Background: an optimization exercise with open tools, aiming at small area, a short achievable clock period and few clock cycles per item. Do not read the settings as production practice.
At most, simulation tests tie the RTL to the original design; equivalence was not proved.
No functional check of the RTL was part of runs 5 and 6.
Power is estimated from default activity; no workload was simulated.

<file path="flow/run.sh">
#!/bin/bash
# synth_recipe.tcl (not shown) runs the flow's synth.tcl, then flattens the netlist and writes it again
# the make line also repeats each setting of config.mk as NAME=value (left out here)
make -C /OpenROAD-flow-scripts/flow DESIGN_CONFIG=/design/flow/config.mk WORK_HOME=/design/flow/orfs CLKGATE_MAP_FILE= SYNTH_SCRIPT=/design/flow/synth_recipe.tcl finish
</file>
<file path="flow/config.mk">
export PLATFORM = sky130hd
export DESIGN_NAME = blackhole_core
export DESIGN_NICKNAME = blackhole_core
export VERILOG_FILES = /design/flow/design.v
export SDC_FILE = /design/flow/constraint.sdc
export NUM_CORES = 4
export LEC_CHECK = 0
export CAP_MARGIN = 20
export CORE_MARGIN = 2
export CORE_UTILIZATION = 40
export CTS_BUF_LIST = sky130_fd_sc_hd__clkbuf_4 sky130_fd_sc_hd__clkbuf_8
export PLACE_DENSITY = 0.6
export SETUP_SLACK_MARGIN = 3.5
export SLEW_MARGIN = 20
export SYNTH_HIERARCHICAL = 1
</file>
<file path="flow/constraint.sdc">
create_clock -name core_clock -period 8.0 [get_ports {clk}]
set_input_delay 1.6000 -clock core_clock [delete_from_list [all_inputs] [get_ports {clk}]]
set_output_delay 1.6000 -clock core_clock [all_outputs]
set_load 0.01 [all_outputs]
</file>
<file path="flow/design.v">
module blackhole_core (
    input  wire        clk,
    input  wire        rst,
    input  wire        cmd_valid,
    input  wire [31:0] cmd_word,
    output wire        cmd_ready,
    output wire        busy,
    input  wire [2:0]  sr_sel,
    output reg  [31:0] sr_data,
    output wire        map_req,
    output wire [1:0]  map_space,
    output wire [31:0] map_size,
    input  wire        map_ok,
    input  wire        map_fail,
    output wire        rd_req,
    output wire [1:0]  rd_space,
    output wire [31:0] rd_addr,
    input  wire        rd_ack,
    input  wire [7:0]  rd_data,
    output wire        wr_req,
    output wire [1:0]  wr_sink,
    output wire [3:0]  wr_len,
    output wire [63:0] wr_data,
    input  wire        wr_ack,
    input  wire [3:0]  wr_accepted,
    input  wire        wr_fail
);
    localparam [2:0] PH_START = 3'd0, PH_DONE = 3'd4, PH_FAILED = 3'd5;
    localparam [2:0] E_IO = 3'd1, E_SIZE = 3'd2, E_LEN = 3'd3, E_CRC = 3'd4,
                     E_INDEX = 3'd5;
    localparam [3:0] OP_DECOMP = 4'd1, OP_LOOKUP = 4'd2, OP_PUSH = 4'd3,
                     OP_PFIN = 4'd4, OP_CRCINIT = 4'd5, OP_CRCUPD = 4'd6,
                     OP_CRCFIN = 4'd7, OP_RSET = 4'd8, OP_RECON = 4'd9,
                     OP_RFIN = 4'd10, OP_OBSCURE = 4'd11, OP_REVEAL = 4'd12,
                     OP_RESET = 4'd13;
    localparam [2:0] WS_T = 3'b000, WS_M = 3'b001, WS_P = 3'b010,
                     WS_HA = 3'b100, WS_HB = 3'b101;
    localparam [1:0] A_RSET = 2'd0, A_OBS = 2'd1, A_REV = 2'd2;
    localparam [4:0]
        S_IDLE  = 5'd0,  S_BRC  = 5'd1,  S_BFOLD = 5'd2,  S_VCHK = 5'd3,
        S_OMAP  = 5'd8,  S_VM1  = 5'd9,  S_VM2   = 5'd10,
        S_ORD1  = 5'd16, S_ORD2 = 5'd17, S_VHO   = 5'd18, S_VHM  = 5'd19,
        S_VRO   = 5'd20, S_VRM  = 5'd21,
        S_OHA   = 5'd24, S_OHB  = 5'd25, S_OWT   = 5'd26, S_OWM  = 5'd27,
        S_VWP   = 5'd28, S_VWF  = 5'd29, S_BW    = 5'd30, S_BWP  = 5'd31;
    function [31:0] crc_update;
        input [31:0] c;
        input [7:0]  b;
        integer k;
        reg [31:0] t;
        begin
            t = c ^ {24'd0, b};
            for (k = 0; k < 8; k = k + 1)
                t = t[0] ? ((t >> 1) ^ 32'hEDB88320) : (t >> 1);
            crc_update = t;
        end
    endfunction
    function [30:0] inc31;
        input [30:0] a;
        input        cin;
        integer k;
        begin
            for (k = 0; k < 31; k = k + 1)
                inc31[k] = a[k] ^ (cin & (&(a | ~((31'd1 << k) - 31'd1))));
        end
    endfunction
    reg [4:0]  st;
    reg [2:0]  phase, err;
    reg        dir, resv;
    reg [31:0] res, len, crcref, count, crc;
    reg [31:0] xaddr;         
    reg [1:0]  asm_cnt;       
    reg [1:0]  aop;           
    reg        half_t, half_m;
    reg [3:0]  hold_t, hold_m;
    reg [2:0]  fill_t, fill_m, ofill;
    reg [7:0]  buf_t [0:6];
    reg [7:0]  buf_m [0:6];
    reg [7:0]  obuf  [0:6];
    reg [7:0]  slot7;         
    reg [7:0]  obyte;         
    reg        lofold;        
    reg        mdef;          
    reg [2:0]  wsel;
    reg [3:0]  wlen;
    reg        f_lt0, f_lt1, f_exit, lastf;
    reg        lenok, vshort, vempty, vexit, seq, in_vhm;
    wire [3:0] w_op = cmd_word[31:28];
    wire       w_reset;
    wire idle = (st == S_IDLE);
    assign busy = !idle;
    wire rdy_asm   = idle && (asm_cnt != 2'd0);
    wire rdy_start = idle && (phase == PH_START);
    wire rdy_df    = idle && ((phase == PH_DONE) || (phase == PH_FAILED));
    blackhole_cmd_ready u_rdy (
        .w(cmd_word), .rdy_asm(rdy_asm), .rdy_start(rdy_start), .rdy_df(rdy_df),
        .ready(cmd_ready), .w_reset(w_reset));
    wire take  = cmd_valid && cmd_ready;
    wire take0 = take && (asm_cnt == 2'd0);
    wire takex = take && (asm_cnt != 2'd0);
    wire take_rst = cmd_valid && !rdy_asm && (rdy_start || rdy_df) && w_reset;
    assign map_req   = (st[4:3] == 2'b01);
    assign rd_req    = (st[4:3] == 2'b10);
    assign wr_req    = (st[4:3] == 2'b11);
    wire   sp_obs    = (st == S_VM1) || (st == S_VHO) || (st == S_VRO);
    wire   sp_map    = (st == S_VM2) || (st == S_VHM) || (st == S_VRM);
    assign map_space = {sp_map, sp_obs};
    assign rd_space  = {sp_map, sp_obs};
    assign map_size  = xaddr;
    assign rd_addr   = xaddr;
    assign wr_sink   = wsel[1:0];
    assign wr_len    = wlen;
    wire [55:0] pg_t = {buf_t[6], buf_t[5], buf_t[4], buf_t[3], buf_t[2], buf_t[1], buf_t[0]};
    wire [55:0] pg_m = {buf_m[6], buf_m[5], buf_m[4], buf_m[3], buf_m[2], buf_m[1], buf_m[0]};
    wire [55:0] pg_p = {obuf[6], obuf[5], obuf[4], obuf[3], obuf[2], obuf[1], obuf[0]};
    wire [55:0] pg   = wsel[1] ? pg_p : wsel[0] ? pg_m : pg_t;
    assign wr_data[63:56] = slot7;
    assign wr_data[55:32] = pg[55:32];
    assign wr_data[31:0]  = wsel[2] ? (wsel[0] ? crcref : len) : pg[31:0];
    wire wr_ok  = !wr_fail && (wr_accepted == wlen);
    wire wr_good = wr_ack && wr_ok;
    wire wr_bad  = wr_ack && !wr_ok;
    wire [31:0] sr_mux;
    blackhole_status u_sr (
        .sel(sr_sel), .s0({22'd0, dir, half_m, half_t, resv, err, phase}),
        .s1(res), .s2(len), .s3(crcref), .s4(count), .q(sr_mux));
    always @* sr_data = sr_mux;
    wire       em_rev = (st == S_VRM) && rd_ack;
    wire       em     = em_rev || (st == S_BRC);
    wire [7:0] m_src  = em_rev ? rd_data : xaddr[7:0];
    wire [7:0] e_hi_b = {obyte[7:4], m_src[7:4]};
    wire [7:0] e_lo_b = {obyte[3:0], m_src[3:0]};
    wire       em_hi  = em && f_lt0;
    wire       em_lo  = em && f_lt1;
    wire       em_full = em_lo && (ofill[2:1] == 2'd3);
    wire [2:0] ofill_em = f_lt1 ? {ofill[2:1] + 2'd1, 1'b0} : {ofill[2:1], 1'b1};
    wire       t_ev_o = (st == S_ORD2) && rd_ack;
    wire       blk_pk = take0 && (w_op == OP_PUSH || w_op == OP_PFIN);
    wire       t_ev   = t_ev_o || (blk_pk && !cmd_word[8]);
    wire       t_push = t_ev_o || (w_op == OP_PUSH);
    wire [3:0] t_n    = t_ev_o ? rd_data[7:4] : cmd_word[3:0];
    wire       t_fin  = t_ev_o ? lastf : (w_op == OP_PFIN);
    wire       t_cpl  = half_t || (t_push && t_fin);
    wire [7:0] t_byte = half_t ? {hold_t, t_push ? t_n : 4'd0} : {t_n, 4'd0};
    wire [3:0] t_wlen = {1'b0, fill_t} + {3'd0, t_cpl};
    wire       t_wr   = t_fin ? (t_wlen != 4'd0) : (t_cpl && fill_t == 3'd7);
    wire       t_pf    = half_t && (fill_t == 3'd7);
    wire       m_ev_o1 = t_ev_o && !t_pf;
    wire       m_ev_o2 = (st == S_OWT) && wr_good;
    wire       m_ev    = m_ev_o1 || m_ev_o2 || (blk_pk && cmd_word[8]);
    wire       m_push  = m_ev_o1 || (m_ev_o2 ? mdef : (w_op == OP_PUSH));
    wire [3:0] m_n     = m_ev_o1 ? rd_data[3:0] : m_ev_o2 ? obyte[3:0] : cmd_word[3:0];
    wire       m_fin   = m_ev_o1 ? 1'b0 : m_ev_o2 ? !mdef : (w_op == OP_PFIN);
    wire       m_cpl   = half_m || (m_push && m_fin);
    wire [7:0] m_byte  = half_m ? {hold_m, m_push ? m_n : 4'd0} : {m_n, 4'd0};
    wire [3:0] m_wlen  = {1'b0, fill_m} + {3'd0, m_cpl};
    wire       m_wr    = m_fin ? (m_wlen != 4'd0) : (m_cpl && fill_m == 3'd7);
    wire       crc_ord1 = (st == S_ORD1) && rd_ack;
    wire [7:0] crc_b = lofold ? obyte : crc_ord1 ? rd_data : em ? e_hi_b : cmd_word[7:0];
    wire [31:0] crc_f = crc_update(crc, crc_b);
    wire       crc_ok = (~crc == crcref);
    wire        sub_v = in_vhm;
    wire [31:0] dlc   = (sub_v ? crcref : len) - (sub_v ? {1'b0, len[31:1]} : count);
    wire [31:0] adiff = dlc;
    wire [31:0] xaddr1 = {inc31(xaddr[31:1], xaddr[0]), !xaddr[0]};
    wire [31:0] count_em = {inc31(count[31:1], f_lt1 | count[0]), count[0] ^ !f_lt1};
    wire x_zero = (st == S_OMAP) || (st == S_OHB) || (st == S_VM2);
    wire [31:0] xaddr_d = idle ? cmd_word :
                          (st == S_VM1) ? crcref :                  
                          x_zero ? 32'd0 :
                          (st == S_VHO) ? {30'd0, xaddr1[1:0]} :    
                          xaddr1;               
    wire xaddr_we = (takex && (aop == A_OBS || (aop == A_REV && asm_cnt == 2'd2))) ||
                    (take0 && w_op == OP_RECON) ||
                    (map_req && map_ok) ||
                    (((st == S_ORD1) || (st == S_VHO) || (st == S_VHM) || (st == S_VRM)) && rd_ack) ||
                    ((st == S_ORD2) && rd_ack && !t_wr) ||
                    (((st == S_OHB) || (st == S_OWM)) && wr_ack) ||
                    ((st == S_OWT) && wr_good && !m_wr && !lastf);
    integer i;
    always @(posedge clk) begin
        if (xaddr_we) xaddr <= xaddr_d;
        if (rst) in_vhm <= 1'b0;
        else if ((st == S_VHO) && rd_ack && xaddr[1:0] == 2'd3) in_vhm <= 1'b1;
        else if ((st == S_VHM) && rd_ack && xaddr[1:0] == 2'd3) in_vhm <= 1'b0;
        f_lt0  <= (dlc != 32'd0);
        f_lt1  <= (dlc[31:1] != 31'd0);
        f_exit <= (dlc[31:2] == 30'd0) && (dlc[1:0] != 2'd3 || vshort);
        lastf  <= (xaddr1 == len);
        if (st == S_VHM && xaddr[1:0] == 2'd0) begin
            lenok  <= (adiff == 32'd4) || (len[0] && adiff == 32'd5);
            vshort <= len[0] && (adiff == 32'd4);
            vempty <= (crcref == 32'd4);
        end
        for (i = 0; i < 7; i = i + 1) begin
            if (t_ev && t_cpl && fill_t == i) buf_t[i] <= t_byte;
            if (m_ev && m_cpl && fill_m == i) buf_m[i] <= m_byte;
        end
        for (i = 0; i < 4; i = i + 1) begin
            if (em_hi && ofill[2:1] == i) obuf[2*i] <= e_hi_b;
            if (i < 3 && em_lo && ofill[2:1] == i) obuf[2*i+1] <= e_lo_b;
        end
        if (t_ev && t_cpl && fill_t == 3'd7) slot7 <= t_byte;
        if (m_ev && m_cpl && fill_m == 3'd7) slot7 <= m_byte;
        if (em_lo && ofill[2:1] == 2'd3)     slot7 <= e_lo_b;
        if (t_ev && t_push && !half_t && !t_fin) hold_t <= t_n;
        if (m_ev && m_push && !half_m && !m_fin) hold_m <= m_n;
        lofold <= 1'b0;
        if (rst || take_rst) begin
            st <= S_IDLE; asm_cnt <= 2'd0;
            phase <= PH_START; err <= 3'd0; dir <= 1'b0; resv <= 1'b0;
            len <= 32'd0; crcref <= 32'd0; count <= 32'd0; crc <= 32'hFFFF_FFFF;
            half_t <= 1'b0; half_m <= 1'b0; fill_t <= 3'd0; fill_m <= 3'd0;
            ofill <= 3'd0; lofold <= 1'b0;
        end else begin
            if (lofold || crc_ord1 || em_hi || (take0 && w_op == OP_CRCUPD))
                crc <= crc_f;
            if (t_ev) begin
                if (t_cpl) begin fill_t <= fill_t + 3'd1; half_t <= 1'b0; end
                else if (t_push && !t_fin) half_t <= 1'b1;
            end
            if (m_ev) begin
                if (m_cpl) begin fill_m <= fill_m + 3'd1; half_m <= 1'b0; end
                else if (m_push && !m_fin) half_m <= 1'b1;
            end
            if (em_hi) begin
                ofill <= ofill_em;
                count <= count_em;
                obyte <= e_lo_b;
                lofold <= em_lo;
            end
            case (st)
            S_IDLE: if (take0) begin
                case (w_op)
                OP_DECOMP: begin
                    res <= {20'd0, cmd_word[7:4], 4'd0, cmd_word[3:0]};
                    resv <= 1'b1;
                end
                OP_LOOKUP: begin
                    if (cmd_word[15:12] != 4'd0 || cmd_word[7:4] != 4'd0) begin
                        phase <= PH_FAILED; err <= E_INDEX;
                    end else begin
                        res <= {24'd0, cmd_word[11:8], cmd_word[3:0]};
                        resv <= 1'b1;
                    end
                end
                OP_PUSH, OP_PFIN: begin
                    if (cmd_word[8] ? m_wr : t_wr) begin
                        wsel <= cmd_word[8] ? WS_M : WS_T;
                        wlen <= cmd_word[8] ? m_wlen : t_wlen;
                        st <= S_BW;
                    end
                end
                OP_CRCINIT: crc <= 32'hFFFF_FFFF;
                OP_CRCFIN: begin
                    res <= ~crc;
                    resv <= 1'b1;
                end
                OP_RSET: begin
                    asm_cnt <= 2'd1; aop <= A_RSET;
                end
                OP_RECON: begin
                    obyte <= cmd_word[15:8];
                    st <= S_BRC;
                end
                OP_RFIN: begin
                    if (ofill != 3'd0) begin
                        wsel <= WS_P; wlen <= {1'b0, ofill}; st <= S_BW;
                    end
                end
                OP_OBSCURE: begin
                    asm_cnt <= 2'd1; aop <= A_OBS;
                end
                OP_REVEAL: begin
                    asm_cnt <= 2'd2; aop <= A_REV;
                end
                default: ;
                endcase
            end else if (takex) begin
                asm_cnt <= asm_cnt - 2'd1;
                if (aop == A_RSET) begin
                    len <= cmd_word; count <= 32'd0; ofill <= 3'd0;
                end else if (aop == A_REV && asm_cnt == 2'd2) begin
                end else begin
                    half_t <= 1'b0; half_m <= 1'b0; fill_t <= 3'd0; fill_m <= 3'd0;
                    count <= 32'd0; ofill <= 3'd0; crc <= 32'hFFFF_FFFF;
                    if (aop == A_OBS) begin
                        dir <= 1'b0; len <= cmd_word;
                        st <= S_OMAP;
                    end else begin
                        dir <= 1'b1; crcref <= cmd_word;    
                        st <= S_VM1;
                    end
                end
            end
            S_BW: begin
                if (wr_good) begin
                    case (wsel[1:0])
                        2'd0: fill_t <= 3'd0;
                        2'd1: fill_m <= 3'd0;
                        default: ofill <= 3'd0;
                    endcase
                    st <= S_IDLE;
                end
            end
            S_BRC: begin
                if (em_full) begin
                    wsel <= WS_P; wlen <= 4'd8; st <= S_BWP;
                end else if (em_lo)
                    st <= S_BFOLD;
                else
                    st <= S_IDLE;
            end
            S_BWP: begin
                if (wr_good) begin
                    ofill <= 3'd0; st <= S_IDLE;
                end
            end
            S_BFOLD: st <= S_IDLE;
            S_OMAP: begin
                if (map_ok) begin
                    if (len == 32'd0) begin
                        wsel <= WS_HA; wlen <= 4'd4; st <= S_OHA;
                    end else
                        st <= S_ORD1;
                end
            end
            S_ORD1: begin
                if (rd_ack) begin
                    if (lastf) begin
                        wsel <= WS_HA; wlen <= 4'd4; st <= S_OHA;
                    end
                end
            end
            S_OHA: begin
                if (wr_ack) begin
                    crcref <= ~crc;
                    wsel <= WS_HB; st <= S_OHB;
                end
            end
            S_OHB: begin
                if (wr_good) begin
                    if (len == 32'd0) begin
                        phase <= PH_DONE; st <= S_IDLE;
                    end else
                        st <= S_ORD2;
                end
            end
            S_ORD2: begin
                if (rd_ack) begin
                    if (t_wr) begin
                        obyte[3:0] <= rd_data[3:0];
                        mdef <= t_pf;
                        wsel <= WS_T; wlen <= t_wlen; st <= S_OWT;
                    end
                end
            end
            S_OWT: begin
                if (wr_good) begin
                    fill_t <= 3'd0;
                    if (m_wr) begin
                        wsel <= WS_M; wlen <= m_wlen; st <= S_OWM;
                    end else if (lastf) begin
                        phase <= PH_DONE; st <= S_IDLE;
                    end else begin
                        st <= S_ORD2;
                    end
                end
            end
            S_OWM: begin
                if (wr_good) begin
                    fill_m <= 3'd0;
                    if (lastf) begin
                        phase <= PH_DONE; st <= S_IDLE;
                    end else begin
                        st <= S_ORD2;
                    end
                end
            end
            S_VM1: begin
                if (map_ok) begin
                    seq <= (xaddr == crcref);
                    st <= S_VM2;
                end else if (map_fail)
                    crcref <= 32'd0;
            end
            S_VM2: begin
                if (map_ok) begin
                    if (!seq) begin
                        phase <= PH_FAILED; err <= E_SIZE; crcref <= 32'd0; st <= S_IDLE;
                    end else if (crcref[31:2] == 30'd0) begin
                        phase <= PH_FAILED; err <= E_LEN; crcref <= 32'd0; st <= S_IDLE;
                    end else begin
                        st <= S_VHO;
                    end
                end else if (map_fail)
                    crcref <= 32'd0;
            end
            S_VHO: begin
                if (rd_ack) begin
                    case (xaddr[1:0])
                        2'd0: len[7:0]   <= rd_data;
                        2'd1: len[15:8]  <= rd_data;
                        2'd2: len[23:16] <= rd_data;
                        default: len[31:24] <= rd_data;
                    endcase
                    if (xaddr[1:0] == 2'd3) st <= S_VHM;
                end
            end
            S_VHM: begin
                if (rd_ack) begin
                    case (xaddr[1:0])
                        2'd0: crcref[7:0]   <= rd_data;
                        2'd1: crcref[15:8]  <= rd_data;
                        2'd2: crcref[23:16] <= rd_data;
                        default: crcref[31:24] <= rd_data;
                    endcase
                    if (xaddr[1:0] == 2'd3) begin
                        if (!lenok) begin
                            phase <= PH_FAILED; err <= E_LEN; st <= S_IDLE;
                        end else if (vempty)
                            st <= S_VCHK;
                        else begin
                            st <= S_VRO;    
                        end
                    end
                end
            end
            S_VCHK: begin
                st <= S_IDLE;
                if (crc_ok) phase <= PH_DONE;
                else begin phase <= PH_FAILED; err <= E_CRC; end
            end
            S_VRO: begin
                if (rd_ack) begin
                    obyte <= rd_data; st <= S_VRM;
                end
            end
            S_VRM: begin
                if (rd_ack) begin
                    vexit <= f_exit;
                    if (em_full) begin
                        wsel <= WS_P; wlen <= 4'd8; st <= S_VWP;
                    end else if (f_exit) begin
                        wsel <= WS_P; wlen <= {1'b0, ofill_em}; st <= S_VWF;
                    end else
                        st <= S_VRO;
                end
            end
            S_VWP: begin
                if (wr_good) begin
                    ofill <= 3'd0;
                    if (!vexit)
                        st <= S_VRO;
                    else begin
                        st <= S_IDLE;
                        if (crc_ok) phase <= PH_DONE;
                        else begin phase <= PH_FAILED; err <= E_CRC; end
                    end
                end
            end
            S_VWF: begin
                if (wr_good) begin
                    ofill <= 3'd0; st <= S_IDLE;
                    if (crc_ok) phase <= PH_DONE;
                    else begin phase <= PH_FAILED; err <= E_CRC; end
                end
            end
            default: st <= S_IDLE;
            endcase
            if (map_req && !map_ok && map_fail) begin
                phase <= PH_FAILED; err <= E_IO; st <= S_IDLE;
            end
            if (wr_req && wr_bad) begin
                phase <= PH_FAILED; err <= E_IO; st <= S_IDLE;
            end
        end
    end
endmodule
module blackhole_cmd_ready (
    input  wire [31:0] w,
    input  wire        rdy_asm,
    input  wire        rdy_start,
    input  wire        rdy_df,
    output wire        ready,
    output wire        w_reset
);
    wire [3:0] op = w[31:28];
    wire z_hi  = (w[27:16] == 12'd0);
    wire z_y   = (w[15:8] == 8'd0);
    wire z_y71 = (w[15:9] == 7'd0);
    wire z_xh  = (w[7:4] == 4'd0);
    wire z_x   = (w[7:0] == 8'd0);
    wire op_any = (op == 4'd2) || (op == 4'd9);
    wire op_y0  = (op == 4'd1) || (op == 4'd6);
    wire op_all = (op == 4'd5) || (op == 4'd7) || (op == 4'd8) || (op == 4'd10) ||
                  (op == 4'd11) || (op == 4'd12) || (op == 4'd13);
    wire legal = z_hi && (op_any || (op_y0 && z_y) ||
                          ((op == 4'd3) && z_y71 && z_xh) ||
                          ((op == 4'd4) && z_y71 && z_x) ||
                          (op_all && z_y && z_x));
    assign w_reset = z_hi && (op == 4'd13) && z_y && z_x;
    assign ready = rdy_asm || (rdy_start && legal) || (rdy_df && w_reset);
endmodule
module blackhole_status (
    input  wire [2:0]  sel,
    input  wire [31:0] s0,
    input  wire [31:0] s1,
    input  wire [31:0] s2,
    input  wire [31:0] s3,
    input  wire [31:0] s4,
    output reg  [31:0] q
);
    always @* begin
        case (sel)
            3'd0:    q = s0;
            3'd1:    q = s1;
            3'd2:    q = s2;
            3'd3:    q = s3;
            3'd4:    q = s4;
            default: q = 32'd0;
        endcase
    end
endmodule
</file>
==> results.toml, run 1 <==
[synth]
synth_seq_area_share_pct = 40.5
ys_top_cells_by_count = "336 x nor2_1, 273 x nand2_1, 271 x edfxtp_1"
synthCells = 3060
synthArstFlopShare_pct = 0
yosysTopAreaCellShare_pct = 29.1
synth_area_leaders = "edfxtp_1 29%, dfxtp_1 11%, mux2i_1 5.2%"
synth.most_common_cell = "nor2_1"
synth_ff_type = "edfxtp_1"
yosys.area.top_type = "edfxtp_1"
syn_area_per_cell_um2 = 9.15
yosys_warnings = 11
synth_area_um2 = 28000
ys_seq_elements = 431
ys_types = 101
synth_edf_count = 271

[finish]
final_nets = 3355
drive_gt1_share_pct = 15.2
finalNonFillerCells = 4244
syn_to_final_growth_pct = 21.4
design_area_um2 = 34000
fillers = 6578
fin_util_pct = 48.8

[place]
place_area_um2 = 30800
io_buffers = 229
gp_congestion = 1.05
dp_hpwl_um = 92600
place_inst = 4034

[floorplan]
ios = 230
die_w_um = 269
num_rows = 97
dieArea_um2 = 72100
die_h_um = 269
start_util_pct = 40.2
core_area_um2 = 69700

[global_routing]
grt_pass1_wl_um = 181000
grt_pass1_vias = 25000
antenna_found_initial = 10
use_met1_pct = 47.8
grt_max_degree = 76
grt_util_all_layers_pct = 35.0
grt.busiest_layer = "met2"
grt_util_met2_pct = 51.4
use_met3_pct = 9.18
grt_overflow = 0

[setup_path]
path_cells = "buf_2 -> nor4_4 -> nand2_4 -> nor3_4 -> nor4_4 -> o31ai_4 -> buf_6"
start_kind = "input port"
r2r-start = "xaddr[5]"
path_class = "in2out"
cp.required_ns = 6.40
cp_common_cell = "nor4_4"
path_buf_inv = 2
rrSetupSlack_ns = 3.49
worstPathMaxFanout = 6
r2r_cells = 10
critPathSlowestCell = "o31ai_4"
cp_slowest_stage_delay_ns = 0.37
cp.arrival_ns = 3.11
crit_path_end_kind = "primary output"
critPathTopFamily = "simple AND/OR/NAND/NOR gates"
r2r_end = "lastf"

[drt]
drt.antenna.violating_nets = 0
vias = 27100
dr.pass1.iters = 8
wl_per_cell_um = 30.7
wirelength_um = 130000
vias_per_cell = 6.39
drc = 0
drtIter0Drc = 4167

[outcome]
status = "no timing/DRC/antenna violations"

[worst_hold_path]
hold_class = "reg2reg"
hold_path_depth = 2
min_to = "err[2]"
worstHoldStart = "err[2]"

[timing]
slew_headroom_pct = 18.2
period_share_pct = 58.9
fin_setup_tns_ns = 0
whs_ns = 0.479
min_period_ns = 4.71
hold_viol = 0
skew_ns = 0.0470
fmax_mhz = 212
grt_setup_unrepaired = "yes"
finalSetupViolCount = 0
worst_pin_slew_ns = 1.22
drv_slew = 0

[clock_tree]
clkLatencyLatePin_ns = 0.72
cts.sinks = 431
cts_made_buffers = 78
clk_pin_slew_ns = 0.05
cts_hold_buf = 0
htree_levels = 3
cts-root-buf = "clkbuf_8"
cts_tree = "yes"
clk_path_buf_depth = 3

[job]
drv_cap = 0

[pwr]
vdd_drop_max_uv = 223
total_leakage_power_nw = 12.8
p_per_area_nw_per_um2 = 335
## where the power goes
group	internal, mW	leakage [nW]	total, mW	switching (mW)
clock	1.25	0.875	2.30	1.05
combinational	2.40	8.01	5.71	3.31
sequential	2.69	3.94	3.39	0.700
total	6.34	12.8	11.4	5.06
## worst max path at each step
| stage | slack, ns | start | depth (start not counted) | end |
|---|---|---|---|---|
| final | 3.29 | cmd_word[12] | 7 | cmd_ready |
| after global routing | 3.26 | cmd_word[12] | 7 | cmd_ready |
| after CTS | 3.30 | cmd_word[31] | 7 | cmd_ready |
| after detailed placement | 1.79 | cmd_word[31] | 14 | crcref[24] |
| after global placement | 1.81 | cmd_word[31] | 11 | buf_t[6][0] |
| after floorplan | 3.27 | cmd_word[6] | 9 | res[0] |
## stage by stage
stage | worst slack (ns) | power, mW
CTS | 3.30 | 11.1
detailed placement | 1.79 | 8.58
global placement | 1.81 | 8.54
floorplan | 3.27 | 6.71
global route | 3.26 | 11.8
finish | 3.29 | 11.4
## registers in the layout, indices dropped and copies added, names as in the netlist, 4 cells and up
name and flops:
len 32, wlen 4, slot7 8, hold_m 4
hold_t 4, buf_m 56, crcref 32, xaddr 32
st 5, count 32, res 32, crc 32
buf_t 56, obyte 8, obuf 56
## Yosys stat by module, one instance, submodules excluded
module / flip-flops and latches / cells inside / times used
blackhole_core: 431 / 2871 / 1
blackhole_status: 0 / 158 / 1
blackhole_cmd_ready: 0 / 31 / 1
## per-layer routing
layer	part of all wire (%)	wire length (um)
met5	0.066	86
met4	5.8	7550
met3	13	16300
met2	42	54700
met1	40	51700
## cell usage in the layout, fill, tap and decap left out, types with 33 or more instances in the layout
cell type and count:
nor2_1 330, nor3_1 51, a21oi_1 223, mux2_2 45
a211oi_1 79, and3_1 36, dfxtp_1 158, clkdlybuf4s50_1 160
xnor2_1 90, nand3_1 58, a21o_1 33, xor2_1 142
edfxtp_1 271, nand2_1 271, nor4_1 34, o21ai_1 40
buf_2 33, mux2i_1 144, o211ai_1 45, inv_1 64
o21ai_0 135, clkbuf_8 82, a22oi_1 41, buf_4 75
ha_1 59, nand4_1 47
## what timing repair did
item,in CTS,in global routing
endpoints found under the setup margin,499,200
setup buffers,33,16
pin swaps,33,16
gates resized for setup,392,64
gates cloned,12,3
## area by class of cell
cell class,instances,area [um^2],area share (%)
diodes,3,7.51,0.0221
clock buffers,101,1270,3.74
clock inverters,40,388,1.14
inverters,69,270,0.795
multi-input cells,2320,16000,47.1
flip-flops and latches,431,11300,33.4
well taps,940,1180,3.46
repair buffers,339,3510,10.3
repair inverters,1,5.00,0.0147
## worst min-delay path, delay by kind of cell (launching register included)
kind | cells | cell delay [ns]
simple gates | 1 | 0.06
compound gates | 1 | 0.05
flops | 1 | 0.32
## kinds of logic after synthesis
family	Yosys count	share of synthesized area, %
XOR/XNOR	245	8.15
buffers and inverters	332	5.29
AO/OA/AOI/OAI	797	18.4
other	1	0.0134
adder cells (fa/ha/maj)	60	2.71
AND/OR/NAND/NOR	977	16.5
flip-flops	431	40.5
multiplexers	217	8.44
Testbench counts, summed over its fixed seeds: cycles 20,438, bytes 5,372.
==> inputs of run 2 (changes only) <==
==> flow/flow/run.sh (new file) <==
#!/bin/bash
# The standard layout, with the port buffers made of buf_1 cells (the
# standard flow's buffer_ports picks clkdlybuf4s50_1, which is larger and
# slower); repair may still resize them.
set -euo pipefail
export BUFFER_PORTS_ARGS="-buffer_cell sky130_fd_sc_hd__buf_1"
bash standard.sh > standard.log 2>&1
==> flow/standard.sh (new file) <==
#!/bin/bash
# synth_recipe.tcl (not shown) runs the flow's synth.tcl, then flattens the netlist and writes it again
# the make line also repeats each setting of config.mk as NAME=value (left out here)
make -C /OpenROAD-flow-scripts/flow DESIGN_CONFIG=/design/flow/config.mk WORK_HOME=/design/flow/orfs CLKGATE_MAP_FILE= SYNTH_SCRIPT=/design/flow/synth_recipe.tcl "${@:-finish}"
removed: flow/run.sh
==> run 2 against run 1 <==
Effect of this change:
- sequential power fell by 1%
- largest cell class unchanged
- synthesized cell count unchanged
- hold slack worse by 0.020 ns
- critical endpoint unchanged
- power decreased by 7.1%
- sequential cell count unchanged
- global-route usage decreased by 2.2 points
- utilization down 2.9 points
- worst setup slack got worse by 0.050 ns
- cell area down 6.0%
- register-to-register slack gained 0.15 ns
- final cell count decreased by 0.45%
- largest power group unchanged
==> results.toml, run 2 <==
[setup_path]
r2r_end = "lastf"
path_class = "in2out"
start_kind = "input port"
setup.worst_path.end = "cmd_ready"
rrSetupSlack_ns = 3.64
worstSetupStartpoint = "cmd_word[16]"
worstPathMaxFanout = 3
cp.required_ns = 6.40
r2r-start = "xaddr[1]"
crit_path_end_kind = "primary output"
r2r_cells = 11
cp.arrival_ns = 3.16

[floorplan]
num_rows = 97
ios = 230
start_util_pct = 40.2
die_w_um = 269
dieArea_um2 = 72100
core_area_um2 = 69700
die_h_um = 269

[synth]
yosys_warnings = 11
ys_types = 101
synth_area_leaders = "edfxtp_1 29%, dfxtp_1 11%, mux2i_1 5.2%"
syn_area_per_cell_um2 = 9.15
synthArstFlopShare_pct = 0
synth_seq_area_share_pct = 40.5
yosys.area.top_type = "edfxtp_1"
synth.most_common_cell = "nor2_1"
synth_area_um2 = 28000
ys_seq_elements = 431
synth_ff_type = "edfxtp_1"
synth_edf_count = 271
ys_top_cells_by_count = "336 x nor2_1, 273 x nand2_1, 271 x edfxtp_1"
yosysTopAreaCellShare_pct = 29.1
synthCells = 3060

[drt]
vias_per_cell = 6.25
wl_per_cell_um = 28.9
drt.antenna.violating_nets = 0
vias = 26400
drtIter0Drc = 3676
drc = 0
dr.pass1.iters = 6
wirelength_um = 122000

[finish]
mostFrequentLayoutCell = "nor2_1"
multi_input_area_um2 = 15700
syn_to_final_growth_pct = 14.1
fillers = 6772
register_area_um2 = 11300
final_nets = 3341
drive_gt1_share_pct = 13.0
final_cell_mix = "330 x nor2_1, 271 x edfxtp_1, 270 x nand2_1, 225 x a21oi_1, 201 x buf_1"
top_regs = "buf_m (56), buf_t (56), obuf (56)"

[timing]
grt_setup_unrepaired = "yes"
drv_slew = 0
slew_headroom_pct = 27.5
min_period_ns = 4.76
fin_setup_tns_ns = 0
skew_ns = 0.0584
hold_viol = 0
period_share_pct = 59.5
fmax_mhz = 210
finalSetupViolCount = 0
worst_pin_slew_ns = 1.08

[clock_tree]
cts-root-buf = "clkbuf_8"
clkLatencyLatePin_ns = 0.70
cts_made_buffers = 76
cts_hold_buf = 0
cts.sinks = 431
clk_path_buf_depth = 3
htree_levels = 3
cts_tree = "yes"
clk_pin_slew_ns = 0.06

[global_routing]
antenna_found_initial = 11
grt_pass1_vias = 23900
grt_overflow = 0
grt_util_all_layers_pct = 32.8
grt_max_degree = 76
grt_pass1_wl_um = 171000

[worst_hold_path]
hold_class = "reg2reg"

[pwr]
total_leakage_power_nw = 11.9
p_total_mw = 10.6
p_per_area_nw_per_um2 = 332
vdd_drop_max_uv = 265

[place]
dp_hpwl_um = 87400
gp_congestion = 1.00
io_buffers = 229

[outcome]
status = "no timing/DRC/antenna violations"

[job]
drv_cap = 0
-- run 2: cell types whose count changed in the layout (fill, tap and decap cells not counted), moves of 5 or more --
cell / before / now
buf_16: 7 / 2
bufbuf_16: 7 / 0
dlygate4sd2_1: 6 / 0
a32oi_4: 9 / 0
buf_12: 16 / 10
bufinv_16: 6 / 0
buf_2: 33 / 10
buf_1: 0 / 201
clkbuf_2: 8 / 3
buf_4: 75 / 87
a32oi_1: 8 / 26
a32oi_2: 14 / 5
buf_6: 15 / 8
clkdlybuf4s50_1: 160 / 0
-- run 2: modules after synthesis, one instance, submodules excluded --
| module | flip-flops and latches | times used | cells inside | area, um^2 |
|---|---|---|---|---|
| blackhole_core | 431 | 1 | 2871 | 26400 |
| blackhole_cmd_ready | 0 | 1 | 31 | 233 |
| blackhole_status | 0 | 1 | 158 | 1340 |
-- run 2: power by group --
group          internal (mW)  leakage [nW]  total [mW]  switching [mW]
sequential              2.69          3.94        3.34           0.654
combinational           2.04          7.12        5.18            3.15
clock                   1.07         0.801        2.07            1.01
-- run 2: routing by layer --
layer / GRT usage (%) / vias to the layer above / routed length (um)
met1: 45.6 / 12700 / 49700
li1: - / 11500 / -
met3: 9.04 / 352 / 15100
met5: 0 / - / 70
met4: 15.3 / 10 / 6210
met2: 47.1 / 1831 / 50900
-- run 2: area by class of cell --
cell class,instances,share of cell area [%]
inverter,69,0.846
timing repair buffer,328,6.08
clock buffer,105,4.07
multi-input combinational,2319,49.2
tap,940,3.68
timing repair inverter,1,0.0157
sequential,431,35.5
clock inverter,30,0.595
antenna,2,0.0157
-- run 2: kinds of logic (layout without fill, tap and decap cells) --
kind of cell               Yosys count  count (layout)  share of synthesized area, %
and+or+nand+nor                    977             978                          16.5
DFF                                431             431                          40.5
adders and majority gates           60              60                          2.71
xor gates and xnor gates           245             245                          8.15
AOI/OAI and AO/OA                  797             797                          18.4
buffers and inverters              332             533                          5.29
muxes                              217             217                          8.44
other                                1              24                        0.0134
-- run 2: stage by stage --
| step | utilization (%) | cells | instance area [um^2] | hold WS, ns | worst slack [ns] |
|---|---|---|---|---|---|
| 2_1_floorplan | - | 3081 | 28200 | 0.427 | 3.27 |
| 3_3_place_gp | 42.3 | 4046 | 29500 | 0.440 | 2.29 |
| 3_5_place_dp | 42.3 | 4047 | 29500 | 0.446 | 2.33 |
| 4_1_cts | 45.2 | 4200 | 31500 | 0.461 | 3.34 |
| 5_1_grt | 45.9 | 4225 | 32000 | 0.485 | 3.21 |
| 6_report | 45.9 | 4225 | 32000 | 0.458 | 3.24 |
-- run 2: worst min-delay path by stage --
stage / startpoint / end / slack [ns] / depth (start not counted)
after floorplan: resv / resv / 0.43 / 1
after global placement: resv / resv / 0.44 / 1
after detailed placement: resv / resv / 0.45 / 1
after CTS: resv / resv / 0.46 / 1
after global routing: resv / resv / 0.49 / 1
final: resv / resv / 0.46 / 1
-- run 2: timing repair --
item | in CTS | in global routing
setup endpoints to repair | 283 | 225
cloned | 3 | 1
pin swaps | 14 | 13
resized for setup | 89 | 78
buffers inserted | 15 | 22
-- run 2: critical path, stage by stage --
cell     delay [ns]
buf_12         0.11
nor4_4         0.46
nand4_1        0.23
nor4_4         0.37
a21oi_2        0.10
o31ai_2        0.09
buf_4          0.20
==> inputs of run 3 (changes only) <==
--- a/flow/config.mk
+++ b/flow/config.mk
@@ -8,7 +8,9 @@
 export CAP_MARGIN = 20
 export CORE_MARGIN = 2
 export CORE_UTILIZATION = 40
-export CTS_BUF_LIST = sky130_fd_sc_hd__clkbuf_4 sky130_fd_sc_hd__clkbuf_8
+export CTS_BUF_LIST = sky130_fd_sc_hd__clkbuf_16
+export CTS_CLUSTER_DIAMETER = 60
+export CTS_CLUSTER_SIZE = 25
 export PLACE_DENSITY = 0.6
 export SETUP_SLACK_MARGIN = 3.5
 export SLEW_MARGIN = 20
==> run 3 against run 2 <==
Effect of this change:
- combinational power is essentially flat
- global-route usage shrank 0.28 points
- worst setup slack lost 0.0072 ns
- power shrank 0.41%
- critical path depth is the same
- die area is the same
- synthesized cell count is the same
- sequential power is essentially flat
- clock skew shrank 0.0090 ns
- count of clock-buffer cells in the layout shrank 66
- cell area shrank 0.49%
==> results.toml, run 3 <==
[clock_tree]
clk_path_buf_depth = 3
cts.sinks = 431
htree_levels = 2
cts_made_buffers = 39
clkLatencyLatePin_ns = 0.61
cts_tree = "yes"
clk_pin_slew_ns = 0.07
cts_hold_buf = 0
cts-root-buf = "clkbuf_16"

[drt]
wirelength_um = 121000
vias = 26300
vias_per_cell = 6.31
drtIter0Drc = 3774
drt.antenna.violating_nets = 0
dr.pass1.iters = 7
drc = 0
wl_per_cell_um = 29.2

[finish]
final_cell_mix = "329 x nor2_1, 271 x nand2_1, 271 x edfxtp_1, 225 x a21oi_1, 208 x buf_1"
final_nets = 3308
design_area_um2 = 31800
top_regs = "buf_m (56), buf_t (56), obuf (56)"
syn_to_final_growth_pct = 13.6
drive_gt1_share_pct = 11.5
mostFrequentLayoutCell = "nor2_1"
fillers = 6759

[floorplan]
core_area_um2 = 69700
num_rows = 97
die_w_um = 269
dieArea_um2 = 72100
ios = 230
start_util_pct = 40.2
die_h_um = 269

[synth]
synthArstFlopShare_pct = 0
yosysTopAreaCellShare_pct = 29.1
synth_edf_count = 271
ys_top_cells_by_count = "336 x nor2_1, 273 x nand2_1, 271 x edfxtp_1"
syn_area_per_cell_um2 = 9.15
yosys_warnings = 11
synth_area_leaders = "edfxtp_1 29%, dfxtp_1 11%, mux2i_1 5.2%"
yosys.area.top_type = "edfxtp_1"
ys_types = 101
ys_seq_elements = 431
synth_seq_area_share_pct = 40.5
synth_area_um2 = 28000
synthCells = 3060
synth.most_common_cell = "nor2_1"
synth_ff_type = "edfxtp_1"

[global_routing]
grt_overflow = 0
grt_pass1_wl_um = 169000
grt_util_all_layers_pct = 32.5
grt_pass1_vias = 23400
antenna_found_initial = 8
grt_max_degree = 76

[setup_path]
worstPathMaxFanout = 8
start_kind = "input port"
path_class = "in2out"
cp.required_ns = 6.40
rrSetupSlack_ns = 3.50
crit_path_end_kind = "primary output"
cp.arrival_ns = 3.17

[timing]
hold_viol = 0
fmax_mhz = 210
slew_headroom_pct = 22.6
whs_ns = 0.463
min_period_ns = 4.77
finalSetupViolCount = 0
drv_slew = 0
grt_setup_unrepaired = "yes"
skew_ns = 0.0494
fin_setup_tns_ns = 0
worst_pin_slew_ns = 1.15
period_share_pct = 59.6

[place]
dp_hpwl_um = 87400
place_area_um2 = 29500
io_buffers = 229
gp_congestion = 1.00

[worst_hold_path]
hold_class = "reg2reg"

[job]
drv_cap = 0

[pwr]
vdd_drop_max_uv = 256
total_leakage_power_nw = 11.7
p_per_area_nw_per_um2 = 332
p_total_mw = 10.6

[outcome]
status = "no timing/DRC/antenna violations"
run 3: cell counts after synthesis:
Identical to the previous run, type by type.
run 3: cell type report:
class	count	area [um^2]	area share [%]
multi-input cells	2319	15700	49.5
inverters	69	267	0.838
diodes	1	2.50	0.00787
well taps	940	1180	3.70
repair buffers	332	1930	6.06
clock inverters	32	373	1.17
clock buffers	39	976	3.07
repair inverters	1	5.00	0.0157
flip-flops and latches	431	11300	35.7
run 3: metrics by stage:
| stage | worst slack, ns | utilization [%] | cells |
|---|---|---|---|
| after floorplan | 3.27 | - | 3081 |
| after global placement | 2.29 | 42.3 | 4046 |
| after CTS | 3.27 | 45.0 | 4136 |
| after global routing | 3.18 | 45.7 | 4164 |
| after detailed placement | 2.33 | 42.3 | 4047 |
| final | 3.23 | 45.7 | 4164 |
run 3: worst paths after layout:
check | cells past startpoint | end | startpoint
setup / recovery | 7 | cmd_ready | cmd_word[3]
hold / removal | 1 | resv | resv
setup reg to reg | 13 | f_lt1 | in_vhm
hold reg to reg | 1 | resv | resv
run 3: power breakdown:
part           total (mW)  internal [mW]  leakage, nW  switching, mW
sequential           3.33           2.68         3.94          0.650
combinational        5.17           2.03         7.11           3.15
clock                2.05          0.982        0.672           1.07
run 3: per-layer routing:
metal | vias up | share of wire (%) | track usage (%)
li1 | 11500 | - | -
met1 | 12600 | 41 | 46.0
met2 | 1872 | 42 | 46.9
met3 | 347 | 12 | 8.26
met4 | 8 | 5.0 | 13.8
met5 | - | 0.038 | 0
run 3: critical path, cell delays in order:
cell and delay (ns):
buf_4 0.18, nor4_4 0.31, nand3b_4 0.16, o31ai_1 0.25, a21oi_1 0.08, o31ai_2 0.35, buf_4 0.22
run 3: per-module statistics from Yosys (local to each module, per instance):
| module | copies in the design | cell area [um^2] | flip-flops and latches | cells |
|---|---|---|---|---|
| blackhole_status | 1 | 1340 | 0 | 158 |
| blackhole_core | 1 | 26400 | 431 | 2871 |
| blackhole_cmd_ready | 1 | 233 | 0 | 31 |
run 3: repair_timing:
| action | CTS | global route |
|---|---|---|
| endpoints found under the hold margin | 0 | 0 |
| pin swaps | 13 | 13 |
| buffers inserted | 15 | 25 |
| setup endpoints to repair | 279 | 267 |
| cloned | 3 | 2 |
| resized for setup | 86 | 58 |
run 3: cell families after synthesis:
family / after synthesis / synth area share (%)
fa+ha+maj: 60 / 2.71
buf+inv: 332 / 5.29
flops: 431 / 40.5
xor+xnor: 245 / 8.15
simple gates: 977 / 16.5
mux: 217 / 8.44
other cells: 1 / 0.0134
compound gates: 797 / 18.4
==> inputs of run 4 (changes only) <==
--- a/flow/config.mk
+++ b/flow/config.mk
@@ -12,6 +12,6 @@
 export CTS_CLUSTER_DIAMETER = 60
 export CTS_CLUSTER_SIZE = 25
 export PLACE_DENSITY = 0.6
-export SETUP_SLACK_MARGIN = 3.5
+export SETUP_SLACK_MARGIN = 3.25
 export SLEW_MARGIN = 20
 export SYNTH_HIERARCHICAL = 1
==> run 4 against run 3 <==
Effect of this change:
- still clean on timing, DRC and antenna
- via count is 0.99% lower
- worst setup slack worse by 0.080 ns
- synthesized cell count stayed put
- first-iteration DRC count is 4.7% higher
- die area stayed put
- hold slack hardly changed
- power is 0.82% lower
- wire length is 2.4% lower
- clock skew is 0.011 ns lower
- clock power hardly changed
- sequential power hardly changed
- critical path type unchanged
==> results.toml, run 4 <==
[setup_path]
crit_path_end_kind = "primary output"
start_kind = "input port"
cp_common_cell = "nor4_4"
path_cells = "clkbuf_2 -> nor4_4 -> nand4_1 -> nor4_4 -> a21oi_2 -> o31ai_2 -> buf_4 -> buf_6"
cp_slowest_stage_delay_ns = 0.39
path_class = "in2out"
worstPathMaxFanout = 4
cp.arrival_ns = 3.25
cp.required_ns = 6.40
critPathSlowestCell = "nor4_4"

[timing]
whs_ns = 0.463
period_share_pct = 60.6
skew_ns = 0.0382
fin_setup_tns_ns = 0
min_period_ns = 4.85
hold_viol = 0
finalSetupViolCount = 0
slew_headroom_pct = 16.3
drv_slew = 0
worst_pin_slew_ns = 1.25
grt_setup_unrepaired = "yes"
fmax_mhz = 206

[pwr]
p_int_mw = 5.64
clockPowerShare_pct = 19.7
p_per_area_nw_per_um2 = 333
p_comb_share_pct = 48.6
power.share.switching_pct = 46.1
seqPwrFrac_pct = 31.7
vdd_drop_max_uv = 251
total_leakage_power_nw = 11.5
p_sw_mw = 4.83

[drt]
vias_per_cell = 6.28
drc = 0
dr.pass1.iters = 6
wirelength_um = 118000
drt.antenna.violating_nets = 0
drtIter0Drc = 3951
vias = 26000
wl_per_cell_um = 28.6

[floorplan]
num_rows = 97
die_h_um = 269
dieArea_um2 = 72100
ios = 230
die_w_um = 269
core_area_um2 = 69700
start_util_pct = 40.2

[global_routing]
grt_pass1_wl_um = 167000
antenna_found_initial = 7
grt_max_degree = 91
grt_pass1_vias = 23400
grt_util_all_layers_pct = 31.8
grt_overflow = 0

[synth]
synth_area_leaders = "edfxtp_1 29%, dfxtp_1 11%, mux2i_1 5.2%"
synth.most_common_cell = "nor2_1"
syn_area_per_cell_um2 = 9.15
yosys.area.top_type = "edfxtp_1"
ys_seq_elements = 431
synth_edf_count = 271
ys_types = 101
synthArstFlopShare_pct = 0
synth_area_um2 = 28000
yosysTopAreaCellShare_pct = 29.1
synth_ff_type = "edfxtp_1"
synthCells = 3060
synth_seq_area_share_pct = 40.5
ys_top_cells_by_count = "336 x nor2_1, 273 x nand2_1, 271 x edfxtp_1"
yosys_warnings = 11

[clock_tree]
clkLatencyLatePin_ns = 0.60
cts.sinks = 431
cts_made_buffers = 38
cts_hold_buf = 0
htree_levels = 2
cts_tree = "yes"
cts-root-buf = "clkbuf_16"
clk_path_buf_depth = 3
clk_pin_slew_ns = 0.08

[finish]
mostFrequentLayoutCell = "nor2_1"
antenna_cells = 0
syn_to_final_growth_pct = 12.3
fillers = 6750
drive_gt1_share_pct = 10.5
final_nets = 3290
top_regs = "buf_m (56), buf_t (56), obuf (56)"
final_cell_mix = "331 x nor2_1, 272 x nand2_1, 271 x edfxtp_1, 224 x a21oi_1, 204 x buf_1"

[place]
dp_hpwl_um = 85700
gp_congestion = 1.04
io_buffers = 229

[worst_hold_path]
hold_class = "reg2reg"

[outcome]
status = "no timing/DRC/antenna violations"

[job]
drv_cap = 0
run 4: cell counts after synthesis:
Identical to the previous run, type by type.
run 4: power by group through the flow:
stage	clock (mW)	sequential [mW]	combinational, mW
2_1_floorplan	0	2.98	3.73
3_3_place_gp	0	3.34	4.87
3_5_place_dp	0	3.34	4.87
4_1_cts	2.07	3.29	4.93
5_1_grt	2.15	3.32	5.48
6_report	2.06	3.32	5.09
run 4: cells by family (layout without fill, tap and decap cells):
| group | after synthesis | count (layout) | synth area share [%] |
|---|---|---|---|
| and+or+nand+nor | 977 | 977 | 16.5 |
| buffers and inverters | 332 | 456 | 5.29 |
| DFF | 431 | 431 | 40.5 |
| xor gates and xnor gates | 245 | 245 | 8.15 |
| other | 1 | 22 | 0.0134 |
| muxes | 217 | 217 | 8.44 |
| AOI/OAI and AO/OA | 797 | 797 | 18.4 |
| adders and majority gates | 60 | 60 | 2.71 |
run 4: modules after synthesis (local to each module, per instance):
module / area (um^2) / times used / flops+latches / cells
blackhole_cmd_ready: 233 / 1 / 0 / 31
blackhole_core: 26400 / 1 / 431 / 2871
blackhole_status: 1340 / 1 / 0 / 158
run 4: path summary, 6_finish.rpt:
path	depth (start not counted)	start	endpoint	slack (ns)
worst max register to register	12	len[7]	f_lt0	3.43
worst min register to register	2	dir	dir	0.46
worst max-delay path	8	cmd_word[26]	cmd_ready	3.15
worst min-delay path	2	dir	dir	0.46
run 4: what timing repair did:
item	4_1_cts	5_1_grt
endpoints found under the setup margin	159	161
pin swaps	8	13
cloned	1	1
endpoints found under the hold margin	0	0
buffers inserted	8	8
gates resized for setup	45	61
run 4: stage by stage:
step	worst slack (ns)	cell area [um^2]	instances	power (mW)	util, %
after CTS	3.26	31200	4136	10.3	44.7
after global routing	3.10	31400	4145	10.9	45.1
after detailed placement	1.96	29500	4057	8.21	42.4
after global placement	2.09	29500	4057	8.21	42.4
after floorplan	3.27	28100	3081	6.71	-
final	3.15	31400	4145	10.5	45.1
run 4: area by class of cell:
cell class	instances	area (um^2)	area share, %
Timing Repair Buffer	316	1720	5.48
Clock inverter	32	419	1.33
Inverter	69	263	0.836
Tap cell	940	1180	3.74
Clock buffer	38	951	3.02
Sequential cell	431	11300	36.1
Timing Repair inverter	1	5.00	0.0159
Multi-Input combinational cell	2318	15600	49.5
run 4: layer usage:
layer / share of wire (%) / GRT usage [%]
met5: 0.049 / 0
met1: 41 / 45.0
met3: 12 / 7.87
met2: 42 / 46.9
met4: 4.4 / 11.4
run 4: critical path: cells and delay by family:
kind | cells | cell delay [ns]
buffers and inverters | 3 | 0.47
and+or+nand+nor | 3 | 1.01
AOI/OAI and AO/OA | 2 | 0.17
==> inputs of run 5 (changes only) <==
--- a/flow/design.v
+++ b/flow/design.v
@@ -86,7 +86,7 @@
     reg        f_lt0, f_lt1, f_exit, lastf;
     reg        lenok, vshort, vempty, vexit, seq, in_vhm;
     wire [3:0] w_op = cmd_word[31:28];
-    wire       w_reset;
+    wire       w_reset, ready_int, w_reset_unused;
     wire idle = (st == S_IDLE);
     assign busy = !idle;
     wire rdy_asm   = idle && (asm_cnt != 2'd0);
@@ -94,8 +94,11 @@
     wire rdy_df    = idle && ((phase == PH_DONE) || (phase == PH_FAILED));
     blackhole_cmd_ready u_rdy (
         .w(cmd_word), .rdy_asm(rdy_asm), .rdy_start(rdy_start), .rdy_df(rdy_df),
-        .ready(cmd_ready), .w_reset(w_reset));
-    wire take  = cmd_valid && cmd_ready;
+        .ready(cmd_ready), .w_reset(w_reset_unused));
+    blackhole_cmd_ready u_rdy_int (
+        .w(cmd_word), .rdy_asm(rdy_asm), .rdy_start(rdy_start), .rdy_df(rdy_df),
+        .ready(ready_int), .w_reset(w_reset));
+    wire take  = cmd_valid && ready_int;
     wire take0 = take && (asm_cnt == 2'd0);
     wire takex = take && (asm_cnt != 2'd0);
     wire take_rst = cmd_valid && !rdy_asm && (rdy_start || rdy_df) && w_reset;
--- a/flow/config.mk
+++ b/flow/config.mk
@@ -8,10 +8,8 @@
 export CAP_MARGIN = 20
 export CORE_MARGIN = 2
 export CORE_UTILIZATION = 40
-export CTS_BUF_LIST = sky130_fd_sc_hd__clkbuf_16
-export CTS_CLUSTER_DIAMETER = 60
-export CTS_CLUSTER_SIZE = 25
+export CTS_BUF_LIST = sky130_fd_sc_hd__clkbuf_4 sky130_fd_sc_hd__clkbuf_8
 export PLACE_DENSITY = 0.6
-export SETUP_SLACK_MARGIN = 3.25
+export SETUP_SLACK_MARGIN = 3.5
 export SLEW_MARGIN = 20
 export SYNTH_HIERARCHICAL = 1
==> run 5 against run 4 <==
Effect of this change:
- sequential share of layout area down 0.79 points
- critical path depth down 1
- sequential power about the same
- combinational power up 1%
- critical endpoint unchanged
- hold slack worse by 0.0074 ns
- die area up 0.82%
- still clean on timing, DRC and antenna
- power up 1.6%
- wire length up 2.5%
- fmax up 1.3%
- worst setup slack better by 0.064 ns
- global-route usage up 0.16 points
==> results.toml, run 5 <==
[floorplan]
dieArea_um2 = 72700
ios = 230
start_util_pct = 40.4
num_rows = 97
core_area_um2 = 69900
die_w_um = 270
die_h_um = 270

[synth]
yosys_warnings = 11
synthArstFlopShare_pct = 0
syn_area_per_cell_um2 = 9.13
synth_ff_type = "edfxtp_1"
synth_edf_count = 271
synth_area_leaders = "edfxtp_1 29%, dfxtp_1 11%, mux2i_1 5.1%"
synth.most_common_cell = "nor2_1"
ys_top_cells_by_count = "337 x nor2_1, 274 x nand2_1, 271 x edfxtp_1"
ys_types = 101
ys_seq_elements = 431
yosysTopAreaCellShare_pct = 28.8
yosys.area.top_type = "edfxtp_1"
synthCells = 3091
synth_area_um2 = 28200
synth_seq_area_share_pct = 40.2

[setup_path]
start_kind = "flip-flop"
r2r-start = "in_vhm"
rrSetupSlack_ns = 3.65
critPathTopFamily = "simple AND/OR/NAND/NOR gates"
path_cells = "nor2_2 -> and3_1 -> clkinv_1 -> nor4_4 -> nand4_1 -> o31ai_4 -> buf_2"
worstPathMaxFanout = 7
crit_path_end_kind = "primary output"
r2r_end = "f_lt0"
cp_slowest_stage_delay_ns = 0.44
critPathSlowestCell = "nand4_1"
cp.required_ns = 6.40
cp.depth = 7
r2r_cells = 13
path_buf_inv = 2
cp.arrival_ns = 3.18
worstSetupStartpoint = "st[1]"
path_class = "reg2out"

[timing]
finalSetupViolCount = 0
worst_pin_slew_ns = 1.17
period_share_pct = 59.8
skew_ns = 0.0386
fmax_mhz = 209
min_period_ns = 4.78
whs_ns = 0.456
fin_setup_tns_ns = 0
drv_slew = 0
hold_viol = 0
grt_setup_unrepaired = "yes"
slew_headroom_pct = 21.7

[finish]
final_cell_mix = "331 x nor2_1, 271 x nand2_1, 271 x edfxtp_1, 228 x a21oi_1, 208 x buf_1"
top_regs = "buf_m (56), buf_t (56), obuf (56)"
final_nets = 3378
mostFrequentLayoutCell = "nor2_1"
design_area_um2 = 32100
fin_util_pct = 46.0
syn_to_final_growth_pct = 13.9
drive_gt1_share_pct = 13.1

[worst_hold_path]
hold_path_depth = 1
min_to = "resv"
hold_class = "reg2reg"
worstHoldStart = "resv"

[global_routing]
grt_overflow = 0
grt_max_degree = 91
antenna_found_initial = 13
grt_pass1_wl_um = 171000
grt_util_all_layers_pct = 32.0
grt_pass1_vias = 24200

[drt]
wl_per_cell_um = 28.4
drtIter0Drc = 3826
drt.antenna.violating_nets = 0
dr.pass1.iters = 8
drc = 0
vias_per_cell = 6.25
vias = 26700
wirelength_um = 121000

[clock_tree]
clk_pin_slew_ns = 0.06
cts_hold_buf = 0
htree_levels = 3
cts_tree = "yes"
clkLatencyLatePin_ns = 0.70
cts_made_buffers = 77
cts.sinks = 431
cts-root-buf = "clkbuf_8"
clk_path_buf_depth = 3

[outcome]
status = "no timing/DRC/antenna violations"

[place]
dp_hpwl_um = 86600
io_buffers = 229
gp_congestion = 1.02
place_area_um2 = 29800

[pwr]
total_leakage_power_nw = 11.9
p_per_area_nw_per_um2 = 331
vdd_drop_max_uv = 277
p_total_mw = 10.6

[job]
drv_cap = 0
run 5: layer usage:
metal  wire (um)  vias to the layer above  GRT usage [%]
met5          40                        -              0
met4        6060                        8           15.2
met3       15100                      354           8.17
met2       51200                     1861           46.7
met1       49000                    12800           44.0
li1            -                    11700              -
run 5: timing repair:
action	in CTS	in global routing
gates resized for setup	77	50
pin swaps	15	12
buffers inserted	14	15
gates cloned	2	2
setup endpoints to repair	329	251
run 5: cells by family after synthesis:
logic type      Yosys count  share of synthesized area [%]
mux                     217                           8.37
xor+xnor                245                           8.09
simple gates            999                           17.0
compound gates          804                           18.4
flops                   431                           40.2
fa+ha+maj                60                           2.69
other cells               1                         0.0133
buf+inv                 334                           5.27
run 5: where the power goes:
part           total [mW]  switching [mW]  internal, mW
Sequential           3.33           0.640          2.69
Combinational        5.16            3.15          2.01
Clock                2.14           0.989          1.16
run 5: metrics by stage:
stage | instances | setup slack, ns
floorplan | 3112 | 3.42
global placement | 4090 | 2.35
detailed placement | 4091 | 2.27
CTS | 4243 | 3.27
global route | 4265 | 3.21
finish | 4269 | 3.22
run 5: cell type report:
cell class / count / area (um^2)
timing repair inverter: 1 / 5.00
antenna: 9 / 22.5
timing repair buffer: 334 / 1900
multi-input combinational: 2347 / 15900
fill: 6824 / 37800
clock inverter: 31 / 229
tap: 940 / 1180
inverter: 71 / 274
sequential: 431 / 11300
clock buffer: 105 / 1310
run 5: worst max-delay path by stage:
| stage | end | slack (ns) |
|---|---|---|
| after floorplan | res[0] | 3.42 |
| after global placement | wsel[2] | 2.35 |
| after CTS | cmd_ready | 3.27 |
| final | cmd_ready | 3.22 |
| after detailed placement | wsel[0] | 2.27 |
| after global routing | cmd_ready | 3.21 |
run 5: Yosys stat by module, one instance, submodules excluded:
module               cells inside  flip-flops and latches
blackhole_core               2871                     431
blackhole_status              158                       0
blackhole_cmd_ready            31                       0
==> inputs of run 6 (changes only) <==
==> flow/flow/run.sh (replaced) <==
#!/bin/bash
# The standard layout, with the port buffers made of buf_2 cells (the
# standard flow's buffer_ports picks clkdlybuf4s50_1, which is larger and
# slower); repair may still resize them.
set -euo pipefail
export BUFFER_PORTS_ARGS="-buffer_cell sky130_fd_sc_hd__buf_2"
bash standard.sh > standard.log 2>&1
--- a/flow/config.mk
+++ b/flow/config.mk
@@ -8,7 +8,9 @@
 export CAP_MARGIN = 20
 export CORE_MARGIN = 2
 export CORE_UTILIZATION = 40
-export CTS_BUF_LIST = sky130_fd_sc_hd__clkbuf_4 sky130_fd_sc_hd__clkbuf_8
+export CTS_BUF_LIST = sky130_fd_sc_hd__clkbuf_16
+export CTS_CLUSTER_DIAMETER = 60
+export CTS_CLUSTER_SIZE = 25
 export PLACE_DENSITY = 0.6
 export SETUP_SLACK_MARGIN = 3.5
 export SLEW_MARGIN = 20
==> run 6 against run 5 <==
Effect of this change:
- still clean on timing, DRC and antenna
- utilization rose by 0.20 points
- critical path depth stayed put
- worst setup slack better by 0.055 ns
- power barely moved
- combinational power grew 2%
- synthesized area is the same
- register-to-register slack lost 0.06 ns
- sequential cell count is the same
- first-iteration DRC count up 7.6%
- clock skew increased by 0.012 ns
- sequential power about the same
- critical path type is now in2out
- critical endpoint unchanged
- largest power group unchanged
- highest routed layer unchanged
==> results.toml, run 6 <==
[global_routing]
grt_pass1_vias = 24000
grt_util_all_layers_pct = 32.3
grt_max_degree = 91
antenna_found_initial = 9
grt_overflow = 0
grt_pass1_wl_um = 173000

[synth]
synth_edf_count = 271
yosysTopAreaCellShare_pct = 28.8
yosys.area.top_type = "edfxtp_1"
syn_area_per_cell_um2 = 9.13
ys_top_cells_by_count = "337 x nor2_1, 274 x nand2_1, 271 x edfxtp_1"
synthArstFlopShare_pct = 0
synthCells = 3091
synth_area_um2 = 28200
synth.most_common_cell = "nor2_1"
synth_seq_area_share_pct = 40.2
ys_seq_elements = 431
yosys_warnings = 11
ys_types = 101
synth_area_leaders = "edfxtp_1 29%, dfxtp_1 11%, mux2i_1 5.1%"
synth_ff_type = "edfxtp_1"

[timing]
min_period_ns = 4.73
worst_pin_slew_ns = 1.11
drv_slew = 0
timing.final.ws_setup_ns = 3.27
fmax_mhz = 212
slew_headroom_pct = 25.5
finalSetupViolCount = 0
period_share_pct = 59.1
hold_viol = 0
grt_setup_unrepaired = "yes"
fin_setup_tns_ns = 0
skew_ns = 0.0501

[setup_path]
r2r-start = "xaddr[1]"
r2r_cells = 11
cp.required_ns = 6.40
start_kind = "input port"
r2r_end = "lastf"
worstPathMaxFanout = 7
rrSetupSlack_ns = 3.59
cp.arrival_ns = 3.13
crit_path_end_kind = "primary output"
path_class = "in2out"

[clock_tree]
cts-root-buf = "clkbuf_16"
clkLatencyLatePin_ns = 0.61
htree_levels = 2
cts_tree = "yes"
clk_pin_slew_ns = 0.07
clk_path_buf_depth = 3
cts_made_buffers = 36
cts.sinks = 431
cts_hold_buf = 0

[floorplan]
num_rows = 97
ios = 230
start_util_pct = 40.4
die_w_um = 270
core_area_um2 = 69900
dieArea_um2 = 72700
die_h_um = 270

[finish]
final_cell_mix = "332 x nor2_1, 271 x nand2_1, 271 x edfxtp_1, 226 x a21oi_1, 210 x buf_2"
mostFrequentLayoutCell = "nor2_1"
syn_to_final_growth_pct = 14.4
drive_gt1_share_pct = 18.0
fillers = 6808
top_regs = "buf_m (56), buf_t (56), obuf (56)"
final_nets = 3330

[drt]
drc = 0
vias_per_cell = 6.32
dr.pass1.iters = 6
drt.antenna.violating_nets = 0
drtIter0Drc = 4115
vias = 26400
wirelength_um = 123000
wl_per_cell_um = 29.3

[job]
drv_cap = 0

[worst_hold_path]
worstHoldStart = "err[2]"
hold_path_depth = 2
hold_class = "reg2reg"
min_to = "err[2]"

[place]
dp_hpwl_um = 88100
io_buffers = 229
pre_cts_ws_ns = 2.40
gp_congestion = 1.02

[pwr]
p_per_area_nw_per_um2 = 329
total_leakage_power_nw = 12.4
vdd_drop_max_uv = 214

[outcome]
status = "no timing/DRC/antenna violations"
==> run 6: worst max-delay path, cell delays in order <==
cell     delay [ns]
buf_4          0.18
nor4_4         0.31
nand2_2        0.17
nor3_2         0.29
nor4_4         0.09
o31ai_4        0.29
buf_2          0.19
==> run 6: repair_timing <==
| item | CTS | global route |
|---|---|---|
| buffers inserted | 15 | 20 |
| resized for setup | 83 | 61 |
| gates cloned | 3 | 1 |
| pin swaps | 10 | 9 |
| setup endpoints to repair | 217 | 252 |
==> run 6: metal layers <==
layer  track usage (%)  share of wire (%)
met5                 0              0.033
met4              14.1                5.4
met3              8.73                 12
met2              47.3                 42
met1              44.5                 40
==> run 6: how the worst max path moves through the flow <==
stage                       startpoint           to  slack [ns]  cells after the start
after floorplan            cmd_word[6]       res[0]        3.42                      9
after global placement    cmd_word[23]  buf_t[4][2]        2.38                     11
after detailed placement  cmd_word[23]  buf_t[4][2]        2.40                     11
after CTS                  cmd_word[6]    cmd_ready        3.35                      7
after global routing       cmd_word[5]    cmd_ready        3.22                      8
final                     cmd_word[13]    cmd_ready        3.27                      7
==> run 6: Yosys stat by module, one instance, submodules excluded <==
module / copies in the design / cell area (um^2)
blackhole_cmd_ready: 2 / 233
blackhole_core: 1 / 26400
blackhole_status: 1 / 1340
==> run 6: cell type report <==
class	count	area [um^2]	area share [%]
Antenna cell	3	7.51	0.0232
Clock buffer	37	926	2.87
Clock inverter	27	397	1.23
Inverter	71	270	0.837
Multi-Input combinational cell	2349	16000	49.6
Sequential cell	431	11300	35.1
Tap cell	940	1180	3.64
Timing Repair Buffer	326	2150	6.65
==> run 6: cells by family (layout without fill, tap and decap cells) <==
group / Yosys count / in the layout / share of synthesized area, %
AO/OA/AOI/OAI: 804 / 804 / 18.4
XOR/XNOR: 245 / 245 / 8.09
adder cells (fa/ha/maj): 60 / 60 / 2.69
buffers and inverters: 334 / 461 / 5.27
flip-flops: 431 / 431 / 40.2
multiplexers: 217 / 217 / 8.37
other: 1 / 25 / 0.0133
AND/OR/NAND/NOR: 999 / 1001 / 17.0
==> run 6: metrics by stage <==
step	cells	cell area [um^2]	utilization (%)	power (mW)	hold WS, ns
floorplan	3112	28400	-	6.72	0.427
global placement	4078	30000	42.9	8.31	0.463
detailed placement	4078	30000	42.9	8.31	0.473
CTS	4160	31900	45.6	10.4	0.484
global route	4184	32300	46.2	11.1	0.511
finish	4184	32300	46.2	10.6	0.481
==> run 6: where the power goes <==
| part | leakage (nW) | internal [mW] | switching (mW) |
|---|---|---|---|
| Clock | 0.646 | 1.02 | 1.02 |
| Combinational | 7.79 | 2.09 | 3.18 |
| Sequential | 3.94 | 2.68 | 0.636 |

[re-timing with driven ports]
The flow's constraints put no driver on any port. The routed layouts listed below were extracted and timed again, unchanged, in two steps. Step 1, drivers: a clkbuf_16 drives clk and a buf_2 each remaining input, both assumed. Step 2 adds t to the input delays and takes it off the output delays; t is the mean of the earliest and latest rising clock arrival at the registers after step 1. Input paths then give back, and output paths get back, about the clock's delay inside the block. Slacks: ideal / step 1 / step 2; pairs: ideal / step 1.
run	t, ns	setup slack, ns	hold WS [ns]	pins driven straight from the clock port
run 1	0.762	3.291 / 3.258 / 2.852	0.479 / 0.479 / 0.479	1
run 2	0.734	3.241 / 3.176 / 2.870	0.458 / 0.458 / 0.458	1
run 3	0.653	3.234 / 3.174 / 2.959	0.463 / 0.463 / 0.463	1
run 4	0.657	3.154 / 3.125 / 2.718	0.463 / 0.463 / 0.463	1
run 5	0.736	3.218 / 3.150 / 2.891	0.456 / 0.456 / 0.456	1
run 6	0.642	3.273 / 3.193 / 2.932	0.481 / 0.481 / 0.481	1
After both steps setup and hold are still met in every run listed. The setup slack of run 1, which loses most, moves by -0.033 ns with the drivers and by -0.439 ns with both steps.
